Source: an optimization exercise on an open RTL-to-GDS flow (aim: small area, a short achievable clock period and few clock cycles). Production flows keep margins and buffers that such runs may drop. The RTL was checked by simulation tests, not by an equivalence proof against the original design.

**config.mk**
```make
export PLATFORM = sky130hd
export DESIGN_NAME = rde_sieve
export DESIGN_NICKNAME = rde_sieve
export VERILOG_FILES = /design/flow/design.v
export SDC_FILE = /design/flow/constraint.sdc
export NUM_CORES = 8
export LEC_CHECK = 0
export CAP_MARGIN = 20
export CORE_MARGIN = 2
export CORE_UTILIZATION = 35
export SLEW_MARGIN = 20
```
**constraint.sdc**
```tcl
create_clock -name core_clock -period 25.0 [get_ports {clk}]
set_input_delay 5.0000 -clock core_clock [delete_from_list [all_inputs] [get_ports {clk}]]
set_output_delay 5.0000 -clock core_clock [all_outputs]
set_load 0.01 [all_outputs]
```
**design.v**
```verilog
module rde_sieve (
    input  wire        clk,
    input  wire        rst,
    input  wire        ld_en,
    input  wire [5:0]  ld_idx,
    input  wire [15:0] ld_data,
    input  wire        set_en,
    input  wire [63:0] set_lsb,
    input  wire [2:0]  set_mod6,
    input  wire        go,
    input  wire [1:0]  go_mode,
    input  wire [7:0]  go_count,
    output reg         out_valid,
    output reg  [63:0] out_lsb,
    output reg         done,
    output wire [63:0] lsb
);
  localparam NB = 1;                
  localparam NL = 64 * NB;          
  localparam NG = 4 * NB;           
  localparam GW = $clog2(NG);
  localparam [1:0] M_PLAIN = 2'd0, M_TWIN = 2'd1;    
  localparam [2:0] S_IDLE  = 3'd0,
                   S_ENTRY = 3'd1,
                   S_TEST  = 3'd2,    
                   S_ADVP  = 3'd3,    
                   S_SKIP  = 3'd4,    
                   S_CATCH = 3'd5,    
                   S_REST  = 3'd6,    
                   S_ADV6  = 3'd7;    
  function automatic [15:0] tbl_inv(input integer i);
    case (i)
      0: tbl_inv = 16'd52429;
      1: tbl_inv = 16'd28087;
      2: tbl_inv = 16'd35747;
      3: tbl_inv = 16'd20165;
      4: tbl_inv = 16'd61681;
      5: tbl_inv = 16'd51739;
      6: tbl_inv = 16'd14247;
      7: tbl_inv = 16'd49717;
      8: tbl_inv = 16'd31711;
      9: tbl_inv = 16'd7085;
      10: tbl_inv = 16'd39961;
      11: tbl_inv = 16'd48771;
      12: tbl_inv = 16'd18127;
      13: tbl_inv = 16'd21021;
      14: tbl_inv = 16'd55539;
      15: tbl_inv = 16'd38677;
      16: tbl_inv = 16'd19563;
      17: tbl_inv = 16'd43383;
      18: tbl_inv = 16'd61945;
      19: tbl_inv = 16'd5807;
      20: tbl_inv = 16'd17371;
      21: tbl_inv = 16'd18409;
      22: tbl_inv = 16'd41889;
      23: tbl_inv = 16'd45421;
      24: tbl_inv = 16'd6999;
      25: tbl_inv = 16'd44099;
      26: tbl_inv = 16'd2405;
      27: tbl_inv = 16'd49297;
      28: tbl_inv = 16'd49023;
      29: tbl_inv = 16'd20011;
      30: tbl_inv = 16'd30137;
      31: tbl_inv = 16'd26403;
      32: tbl_inv = 16'd51901;
      33: tbl_inv = 16'd32551;
      34: tbl_inv = 16'd34229;
      35: tbl_inv = 16'd45835;
      36: tbl_inv = 16'd42775;
      37: tbl_inv = 16'd25381;
      38: tbl_inv = 16'd44667;
      39: tbl_inv = 16'd60829;
      40: tbl_inv = 16'd28479;
      41: tbl_inv = 16'd36673;
      42: tbl_inv = 16'd32269;
      43: tbl_inv = 16'd49399;
      44: tbl_inv = 16'd22363;
      45: tbl_inv = 16'd47903;
      46: tbl_inv = 16'd17611;
      47: tbl_inv = 16'd48365;
      48: tbl_inv = 16'd55129;
      49: tbl_inv = 16'd11791;
      50: tbl_inv = 16'd61457;
      51: tbl_inv = 16'd2611;
      52: tbl_inv = 16'd65281;
      53: tbl_inv = 16'd40119;
      54: tbl_inv = 16'd46533;
      55: tbl_inv = 16'd52719;
      56: tbl_inv = 16'd17981;
      57: tbl_inv = 16'd52009;
      58: tbl_inv = 16'd28947;
      59: tbl_inv = 16'd12973;
      60: tbl_inv = 16'd57851;
      61: tbl_inv = 16'd33927;
      62: tbl_inv = 16'd40201;
      63: tbl_inv = 16'd56853;
      default: tbl_inv = 16'd0;
    endcase
  endfunction
  function automatic [15:0] tbl_limit(input integer i);
    case (i)
      0: tbl_limit = 16'd13107;
      1: tbl_limit = 16'd9362;
      2: tbl_limit = 16'd5957;
      3: tbl_limit = 16'd5041;
      4: tbl_limit = 16'd3855;
      5: tbl_limit = 16'd3449;
      6: tbl_limit = 16'd2849;
      7: tbl_limit = 16'd2259;
      8: tbl_limit = 16'd2114;
      9: tbl_limit = 16'd1771;
      10: tbl_limit = 16'd1598;
      11: tbl_limit = 16'd1524;
      12: tbl_limit = 16'd1394;
      13: tbl_limit = 16'd1236;
      14: tbl_limit = 16'd1110;
      15: tbl_limit = 16'd1074;
      16: tbl_limit = 16'd978;
      17: tbl_limit = 16'd923;
      18: tbl_limit = 16'd897;
      19: tbl_limit = 16'd829;
      20: tbl_limit = 16'd789;
      21: tbl_limit = 16'd736;
      22: tbl_limit = 16'd675;
      23: tbl_limit = 16'd648;
      24: tbl_limit = 16'd636;
      25: tbl_limit = 16'd612;
      26: tbl_limit = 16'd601;
      27: tbl_limit = 16'd579;
      28: tbl_limit = 16'd516;
      29: tbl_limit = 16'd500;
      30: tbl_limit = 16'd478;
      31: tbl_limit = 16'd471;
      32: tbl_limit = 16'd439;
      33: tbl_limit = 16'd434;
      34: tbl_limit = 16'd417;
      35: tbl_limit = 16'd402;
      36: tbl_limit = 16'd392;
      37: tbl_limit = 16'd378;
      38: tbl_limit = 16'd366;
      39: tbl_limit = 16'd362;
      40: tbl_limit = 16'd343;
      41: tbl_limit = 16'd339;
      42: tbl_limit = 16'd332;
      43: tbl_limit = 16'd329;
      44: tbl_limit = 16'd310;
      45: tbl_limit = 16'd293;
      46: tbl_limit = 16'd288;
      47: tbl_limit = 16'd286;
      48: tbl_limit = 16'd281;
      49: tbl_limit = 16'd274;
      50: tbl_limit = 16'd271;
      51: tbl_limit = 16'd261;
      52: tbl_limit = 16'd255;
      53: tbl_limit = 16'd249;
      54: tbl_limit = 16'd243;
      55: tbl_limit = 16'd241;
      56: tbl_limit = 16'd236;
      57: tbl_limit = 16'd233;
      58: tbl_limit = 16'd231;
      59: tbl_limit = 16'd223;
      60: tbl_limit = 16'd213;
      61: tbl_limit = 16'd210;
      62: tbl_limit = 16'd209;
      63: tbl_limit = 16'd206;
      default: tbl_limit = 16'd0;
    endcase
  endfunction
  function automatic [15:0] tbl_m2r(input integer i);
    case (i)
      0: tbl_m2r = 16'd32771;
      1: tbl_m2r = 16'd32769;
      2: tbl_m2r = 16'd32778;
      3: tbl_m2r = 16'd32776;
      4: tbl_m2r = 16'd32777;
      5: tbl_m2r = 16'd32780;
      6: tbl_m2r = 16'd32784;
      7: tbl_m2r = 16'd32795;
      8: tbl_m2r = 16'd32769;
      9: tbl_m2r = 16'd32791;
      10: tbl_m2r = 16'd32777;
      11: tbl_m2r = 16'd32770;
      12: tbl_m2r = 16'd32777;
      13: tbl_m2r = 16'd32782;
      14: tbl_m2r = 16'd32791;
      15: tbl_m2r = 16'd32779;
      16: tbl_m2r = 16'd32773;
      17: tbl_m2r = 16'd32805;
      18: tbl_m2r = 16'd32832;
      19: tbl_m2r = 16'd32830;
      20: tbl_m2r = 16'd32834;
      21: tbl_m2r = 16'd32784;
      22: tbl_m2r = 16'd32847;
      23: tbl_m2r = 16'd32812;
      24: tbl_m2r = 16'd32782;
      25: tbl_m2r = 16'd32794;
      26: tbl_m2r = 16'd32836;
      27: tbl_m2r = 16'd32879;
      28: tbl_m2r = 16'd32770;
      29: tbl_m2r = 16'd32786;
      30: tbl_m2r = 16'd32793;
      31: tbl_m2r = 16'd32871;
      32: tbl_m2r = 16'd32905;
      33: tbl_m2r = 16'd32769;
      34: tbl_m2r = 16'd32880;
      35: tbl_m2r = 16'd32773;
      36: tbl_m2r = 16'd32804;
      37: tbl_m2r = 16'd32839;
      38: tbl_m2r = 16'd32779;
      39: tbl_m2r = 16'd32775;
      40: tbl_m2r = 16'd32875;
      41: tbl_m2r = 16'd32919;
      42: tbl_m2r = 16'd32834;
      43: tbl_m2r = 16'd32900;
      44: tbl_m2r = 16'd32831;
      45: tbl_m2r = 16'd32978;
      46: tbl_m2r = 16'd32848;
      47: tbl_m2r = 16'd32789;
      48: tbl_m2r = 16'd32916;
      49: tbl_m2r = 16'd32793;
      50: tbl_m2r = 16'd33001;
      51: tbl_m2r = 16'd32906;
      52: tbl_m2r = 16'd32897;
      53: tbl_m2r = 16'd32924;
      54: tbl_m2r = 16'd32987;
      55: tbl_m2r = 16'd33016;
      56: tbl_m2r = 16'd32850;
      57: tbl_m2r = 16'd32940;
      58: tbl_m2r = 16'd32991;
      59: tbl_m2r = 16'd33013;
      60: tbl_m2r = 16'd32994;
      61: tbl_m2r = 16'd32881;
      62: tbl_m2r = 16'd32984;
      63: tbl_m2r = 16'd32885;
      default: tbl_m2r = 16'd0;
    endcase
  endfunction
  function automatic [15:0] tbl_prime(input integer i);
    case (i)
      0: tbl_prime = 16'd5;
      1: tbl_prime = 16'd7;
      2: tbl_prime = 16'd11;
      3: tbl_prime = 16'd13;
      4: tbl_prime = 16'd17;
      5: tbl_prime = 16'd19;
      6: tbl_prime = 16'd23;
      7: tbl_prime = 16'd29;
      8: tbl_prime = 16'd31;
      9: tbl_prime = 16'd37;
      10: tbl_prime = 16'd41;
      11: tbl_prime = 16'd43;
      12: tbl_prime = 16'd47;
      13: tbl_prime = 16'd53;
      14: tbl_prime = 16'd59;
      15: tbl_prime = 16'd61;
      16: tbl_prime = 16'd67;
      17: tbl_prime = 16'd71;
      18: tbl_prime = 16'd73;
      19: tbl_prime = 16'd79;
      20: tbl_prime = 16'd83;
      21: tbl_prime = 16'd89;
      22: tbl_prime = 16'd97;
      23: tbl_prime = 16'd101;
      24: tbl_prime = 16'd103;
      25: tbl_prime = 16'd107;
      26: tbl_prime = 16'd109;
      27: tbl_prime = 16'd113;
      28: tbl_prime = 16'd127;
      29: tbl_prime = 16'd131;
      30: tbl_prime = 16'd137;
      31: tbl_prime = 16'd139;
      32: tbl_prime = 16'd149;
      33: tbl_prime = 16'd151;
      34: tbl_prime = 16'd157;
      35: tbl_prime = 16'd163;
      36: tbl_prime = 16'd167;
      37: tbl_prime = 16'd173;
      38: tbl_prime = 16'd179;
      39: tbl_prime = 16'd181;
      40: tbl_prime = 16'd191;
      41: tbl_prime = 16'd193;
      42: tbl_prime = 16'd197;
      43: tbl_prime = 16'd199;
      44: tbl_prime = 16'd211;
      45: tbl_prime = 16'd223;
      46: tbl_prime = 16'd227;
      47: tbl_prime = 16'd229;
      48: tbl_prime = 16'd233;
      49: tbl_prime = 16'd239;
      50: tbl_prime = 16'd241;
      51: tbl_prime = 16'd251;
      52: tbl_prime = 16'd257;
      53: tbl_prime = 16'd263;
      54: tbl_prime = 16'd269;
      55: tbl_prime = 16'd271;
      56: tbl_prime = 16'd277;
      57: tbl_prime = 16'd281;
      58: tbl_prime = 16'd283;
      59: tbl_prime = 16'd293;
      60: tbl_prime = 16'd307;
      61: tbl_prime = 16'd311;
      62: tbl_prime = 16'd313;
      63: tbl_prime = 16'd317;
      default: tbl_prime = 16'd0;
    endcase
  endfunction
  reg [2:0]    state;
  reg [1:0]    mode;
  reg [7:0]    left;         
  reg [GW-1:0] g;            
  reg [14:0]   skip;         
  reg [63:0]   lsb_r;
  reg [2:0]    mod6;
  reg [15:0]   r [0:NL-1];
  assign lsb = lsb_r;
  reg [15:0] grp_r   [0:15];
  reg [15:0] grp_inv [0:15];
  reg [15:0] grp_lim [0:15];
  reg [15:0] hit;
  reg [15:0] u, t, w;
  integer l;
  always @* begin
    for (l = 0; l < 16; l = l + 1) begin
      grp_r[l]   = r[g * 16 + l];
      grp_inv[l] = tbl_inv(g * 16 + l);
      grp_lim[l] = tbl_limit(g * 16 + l);
      u = grp_r[l] * grp_inv[l];
      if (mode == M_TWIN)
        t = {grp_inv[l][14:0], 1'b0} + u;        
      else
        t = {u[14:0], 1'b0} + grp_inv[l];        
      if (mode == M_PLAIN)
        w = u;
      else
        w = (t < u) ? t : u;
      hit[l] = (w <= grp_lim[l]);
    end
  end
  wire grp_pass = ~|hit;
  reg        adv_b0;         
  reg        adv_rest;       
  reg [15:0] inc;
  reg [2:0] delta_plain, delta_ts;
  always @* begin
    case (mod6)
      3'd0: delta_plain = 3'd1;
      3'd1: delta_plain = 3'd0;
      3'd2: delta_plain = 3'd3;
      3'd3: delta_plain = 3'd2;
      3'd4: delta_plain = 3'd1;
      default: delta_plain = 3'd0;
    endcase
    case (mod6)
      3'd0: delta_ts = 3'd5;
      3'd1: delta_ts = 3'd4;
      3'd2: delta_ts = 3'd3;
      3'd3: delta_ts = 3'd2;
      3'd4: delta_ts = 3'd1;
      default: delta_ts = 3'd0;
    endcase
  end
  always @* begin
    adv_b0   = 1'b0;
    adv_rest = 1'b0;
    inc      = 16'd0;
    case (state)
      S_ENTRY: begin
        adv_b0 = 1'b1; adv_rest = 1'b1;
        inc = {13'd0, (mode == M_PLAIN) ? delta_plain : delta_ts};
      end
      S_ADVP: begin
        adv_b0 = 1'b1; adv_rest = 1'b1;
        inc = (mod6 == 3'd1) ? 16'd4 : 16'd2;
      end
      S_SKIP: begin
        if (!skip[14] && !grp_pass) begin
          adv_b0 = 1'b1;
          inc = 16'd6;
        end
      end
      S_CATCH: begin
        adv_rest = 1'b1;
        inc = {1'b0, skip};
      end
      S_ADV6: begin
        adv_b0 = 1'b1; adv_rest = 1'b1;
        inc = 16'd6;
      end
      default: ;
    endcase
  end
  genvar gi;
  generate
    for (gi = 0; gi < NL; gi = gi + 1) begin : lane
      wire [15:0] s   = r[gi] + inc;
      wire [15:0] fs  = s[15] ? s + tbl_m2r(gi) : s;
      wire        adv = (gi < 64) ? adv_b0 : adv_rest;
      always @(posedge clk) begin
        if (state == S_IDLE) begin
          if (ld_en && ld_idx == gi)
            r[gi] <= ld_data;
        end else if (adv) begin
          r[gi] <= fs;
        end
      end
    end
  endgenerate
  always @(posedge clk) begin
    if (rst) begin
      state     <= S_IDLE;
      out_valid <= 1'b0;
      done      <= 1'b0;
      g         <= {GW{1'b0}};
      skip      <= 15'd0;
    end else begin
      out_valid <= 1'b0;
      done      <= 1'b0;
      case (state)
        S_IDLE: begin
          if (set_en) begin
            lsb_r <= set_lsb;
            mod6  <= set_mod6;
          end
          if (go) begin
            mode <= go_mode;
            left <= go_count;
            if (go_mode == 2'd3 || go_count == 8'd0)
              done <= 1'b1;
            else
              state <= S_ENTRY;
          end
        end
        S_ENTRY: begin
          g    <= {GW{1'b0}};
          skip <= 15'd0;
          if (mode == M_PLAIN) begin
            lsb_r <= lsb_r + {61'd0, delta_plain};
            mod6  <= (mod6 <= 3'd1) ? 3'd1 : 3'd5;
            state <= S_TEST;
          end else begin
            lsb_r <= lsb_r + {61'd0, delta_ts};
            mod6  <= 3'd5;
            state <= S_SKIP;
          end
        end
        S_TEST: begin
          if (!grp_pass) begin
            state <= S_ADVP;
          end else if (g == NG - 1) begin
            out_valid <= 1'b1;
            out_lsb   <= lsb_r;
            left      <= left - 8'd1;
            state     <= S_ADVP;
          end else begin
            g <= g + 1'b1;
          end
        end
        S_ADVP: begin
          g <= {GW{1'b0}};
          if (mod6 == 3'd1) begin
            lsb_r <= lsb_r + 64'd4;
            mod6  <= 3'd5;
          end else begin
            lsb_r <= lsb_r + 64'd2;
            mod6  <= 3'd1;
          end
          if (left == 8'd0) begin
            done  <= 1'b1;
            state <= S_IDLE;
          end else begin
            state <= S_TEST;
          end
        end
        S_SKIP: begin
          if (skip[14]) begin
            state <= S_CATCH;
          end else if (!grp_pass) begin
            skip <= skip + 15'd6;
            g    <= {GW{1'b0}};
          end else if (g == 3) begin
            state <= S_CATCH;
          end else begin
            g <= g + 1'b1;
          end
        end
        S_CATCH: begin
          lsb_r <= lsb_r + {49'd0, skip};
          if (skip[14]) begin
            skip  <= 15'd0;
            g     <= {GW{1'b0}};
            state <= S_SKIP;
          end else if (NB == 1) begin
            out_valid <= 1'b1;
            out_lsb   <= lsb_r + {49'd0, skip};
            left      <= left - 8'd1;
            state     <= S_ADV6;
          end else begin
            g     <= 4;
            state <= S_REST;
          end
        end
        S_REST: begin
          if (!grp_pass) begin
            state <= S_ADV6;
          end else if (g == NG - 1) begin
            out_valid <= 1'b1;
            out_lsb   <= lsb_r;
            left      <= left - 8'd1;
            state     <= S_ADV6;
          end else begin
            g <= g + 1'b1;
          end
        end
        S_ADV6: begin
          lsb_r <= lsb_r + 64'd6;
          g     <= {GW{1'b0}};
          skip  <= 15'd0;
          if (left == 8'd0) begin
            done  <= 1'b1;
            state <= S_IDLE;
          end else begin
            state <= S_SKIP;
          end
        end
        default: state <= S_IDLE;
      endcase
    end
  end
endmodule
```
**run.sh**
```bash
#!/bin/bash
# synth_recipe.tcl (not shown) runs the flow's synth.tcl, then flattens the netlist and writes it again
# the make line also repeats each setting of config.mk as NAME=value (left out here)
make -C /OpenROAD-flow-scripts/flow DESIGN_CONFIG=/design/flow/config.mk WORK_HOME=/design/flow/orfs CLKGATE_MAP_FILE= SYNTH_SCRIPT=/design/flow/synth_recipe.tcl finish
```
==> results.txt <==
worst max path at each step:
stage,start,endpoint,slack (ns),cells after the start
floorplan,g[1],r[54][14],3.17,82
global placement,g[0],r[20][14],3.16,64
detailed placement,g[0],r[20][14],3.32,64
CTS,g[1],r[20][14],3.22,71
global route,g[1],r[20][14],1.82,70
finish,g[0],r[61][14],2.56,65
flip-flops by register name, indices dropped and copies added (netlist names):
signal     count
r           1024
lsb_r         64
out_lsb       64
skip          14
left           8
grp_lim        7
grp_inv        4
mod6           3
state          3
g              2
mode           2
done           1
out_valid      1
worst min-delay path: cells and delay by family (launching register included):
family	cells	cell delay, ns
flops	1	0.36
simple gates	1	0.08
compound gates	1	0.05
logic make-up after synthesis:
group | Yosys count | share of synthesized area, %
muxes | 230 | 1.229
and+or+nand+nor | 6421 | 14.71
xor gates and xnor gates | 2804 | 12.39
DFF | 1197 | 17.27
buffers and inverters | 3781 | 7.049
adders and majority gates | 3919 | 27.99
AOI/OAI and AO/OA | 6323 | 19.37
synth_stat cells, drive strengths merged, types with 365 or more instances:
| library cell | n |
|---|---|
| inv | 2823 |
| ha | 2584 |
| a21oi | 2197 |
| nand2 | 2043 |
| xnor2 | 1807 |
| nor2 | 1675 |
| o21ai | 1284 |
| fa | 1202 |
| edfxtp | 1165 |
| xor2 | 928 |
| clkbuf | 681 |
| a21o | 537 |
| nand3 | 536 |
| and2 | 421 |
| a22oi | 365 |
layout make-up:
cell class / instances / area [um2] / share of cell area, %
Clock buffer: 183 / 3961 / 1.770
Timing Repair Buffer: 703 / 6070 / 2.712
Clock inverter: 68 / 638.1 / 0.2851
Tap cell: 7782 / 9737 / 4.351
Antenna cell: 56 / 140.1 / 0.06262
Inverter: 2831 / 10660 / 4.765
Sequential cell: 1197 / 35640 / 15.92
Multi-Input combinational cell: 19697 / 156900 / 70.13
cells in the final DEF (no fill, tap or decap), types with 537 or more instances in the layout:
cell type | netlist | final
a21oi_1 | 2177 | 2164
xnor2_1 | 1802 | 1801
nand2_1 | 2042 | 2028
nor2_1 | 1668 | 1633
o21ai_0 | 1198 | 1132
edfxtp_1 | 1165 | 1165
xor2_1 | 926 | 926
inv_1 | 2816 | 2811
ha_1 | 2584 | 2576
fa_1 | 1202 | 1202
a21o_1 | 537 | 537
metal layers:
| layer | global-route usage, % | vias to the layer above |
|---|---|---|
| li1 | - | 85996 |
| met1 | 37.50 | 93372 |
| met2 | 40.77 | 10147 |
| met3 | 6.670 | 1819 |
| met4 | 13.01 | 38 |
| met5 | 0 | - |
metrics by stage:
stage / hold WS, ns / instances / util [%]
2_1_floorplan: 0.4791 / 24675 / -
3_3_place_gp: 0.5149 / 32197 / 37.32
3_5_place_dp: 0.5214 / 32203 / 37.33
4_1_cts: 0.5332 / 32454 / 38.12
5_1_grt: 0.5759 / 32467 / 38.14
6_report: 0.5392 / 32517 / 38.16
==> impl_metrics.env <==
export IMPL_drive_gt1_share_pct=4.733
export IMPL_rrSetupSlack_ns=2.56
export IMPL_synthFlopType="edfxtp_1"
export IMPL_fp_dieW_um=771.7
export IMPL_clockBufferDepth=4
export IMPL_syn_nets=28565
export IMPL_outcome="timing/DRC/antenna clean"
export IMPL_reg2reg_depth=65
export IMPL_wl_met2_um=353900
export IMPL_synthDistinctLibCells=126
export IMPL_rows=281
export IMPL_fp_dieH_um=771.7
export IMPL_synth_warnings=5
export IMPL_worstHoldStart="skip[2]"
export IMPL_max_slew_margin_rel_pct=12.54
export IMPL_clock_sinks=1197
export IMPL_dieArea_um2=595600
export IMPL_grt_setup_unrepaired="false"
export IMPL_cts_hold_buf=0
export IMPL_cts_root_buf="clkbuf_16"
export IMPL_hold_path_class="reg -> reg"
export IMPL_cts_max_level=4
export IMPL_max_freq_mhz=44.56
export IMPL_post_synth_top_area_cell="edfxtp_1"
export IMPL_crit_buf_inv=11
export IMPL_hold_violations=0
export IMPL_io_pins=234
export IMPL_drt_iter0_drc=22882
export IMPL_highest_layer="met5"
export IMPL_synth_cells=24675
export IMPL_path_clk_slew_ns=0.07
export IMPL_wl_per_cell_um=26.20
export IMPL_fill_cells=59743
export IMPL_ant_nets=0
export IMPL_wl_met3_um=98810
export IMPL_worst_pin_slew_ns=1.312
export IMPL_synthTopCellsByArea="edfxtp_1 17%, ha_1 16%, fa_1 12%"
export IMPL_critPathCaptureType="register"
export IMPL_cp_slowest_stage_delay_ns=0.97
export IMPL_coreArea_um2=586400
export IMPL_final_period_utilization_pct=89.76
export IMPL_fin_nets=28470
export IMPL_antenna_found_initial=70
export IMPL_clock_latency_ns=0.91
export IMPL_ys_seq_elements=1197
export IMPL_drc=0
export IMPL_syn_avg_cell_area_um2=8.361
export IMPL_dpl_hpwl_um=633100
export IMPL_worstSetupPathType="reg -> reg"
export IMPL_postCtsSetupBuffers=0
export IMPL_num_vias=191372
export IMPL_maxCapViolCount=0
export IMPL_crit_path_frequent_cell="ha_1"
export IMPL_cts_tree="built"
export IMPL_grt_pass1_vias=181675
export IMPL_setup_slack_ns=2.560
export IMPL_dp_slack_ns=3.323
export IMPL_dpl_cell_area_um2=218900
export IMPL_drt_met1_wl_um=352800
export IMPL_drt_first_pass_iters=8
export IMPL_final_area_um2=223800
export IMPL_period_needed_ns=22.44
export IMPL_yosysSeqAreaShare_pct=17.27
export IMPL_synthDominantCellAreaShare_pct=16.96
export IMPL_io_buffers=233
export IMPL_cts_buffers=150
export IMPL_grt_pass1_wl_um=1227000
export IMPL_gp_congestion=1.011
export IMPL_track_usage_pct=27.51
export IMPL_finalSetupViolCount=0
export IMPL_worstReg2RegEnd="r[61][14]"
export IMPL_cp_top_family="simple AND/OR/NAND/NOR gates"
export IMPL_worstHoldEndpoint="skip[2]"
export IMPL_r2r_start="g[0]"
export IMPL_vias_per_cell=5.885
export IMPL_syn2layout_area_growth_pct=8.479
export IMPL_setup_worst_path_start_class="register"
export IMPL_cp_max_fo=89
export IMPL_start_util_pct=35.18
export IMPL_whs_path_depth=2
export IMPL_synth_area_um2=206300
export IMPL_setup_tns_ns=0
export IMPL_cts_resized=0
export IMPL_required_ns=25.55
export IMPL_grt_ovfl_total=0
export IMPL_skew_ns=0.08303
export IMPL_arrival_ns=22.99
export IMPL_crit_slowest_cell="and2_1"
export IMPL_grt_max_degree=98
export IMPL_maxSlewViolCount=0
export IMPL_synth_edf_count=1165
export IMPL_ys_async_sr_fraction_pct=0
export IMPL_totalWireLength_um=851900
Testbench counts, summed over its fixed seeds: cycles 26,978.

-- re-timing with driven ports --
In the flow no input, the clock included, has a driving cell. The finished layout below was timed again as built, in two steps. Step 1, drivers: a clkbuf_16 drives clk and a buf_2 each remaining input, both assumed. Step 2 times the ports against the registers' clock, not the clock port: input delays grow and output delays shrink by t, the midpoint of the rising clock arrivals with the driver on. Slacks: ideal ports / drivers / drivers and shift; pairs: ideal ports / drivers.
t (ns): 1.004
setup slack, ns: 2.560 / 2.560 / 2.560
worst register clock-pin slew, ns: 0.08 / 0.08
After both steps this run still meets setup and hold. The setup slack of this run moves by 0.000 ns with the drivers and by 0.000 ns with both steps.
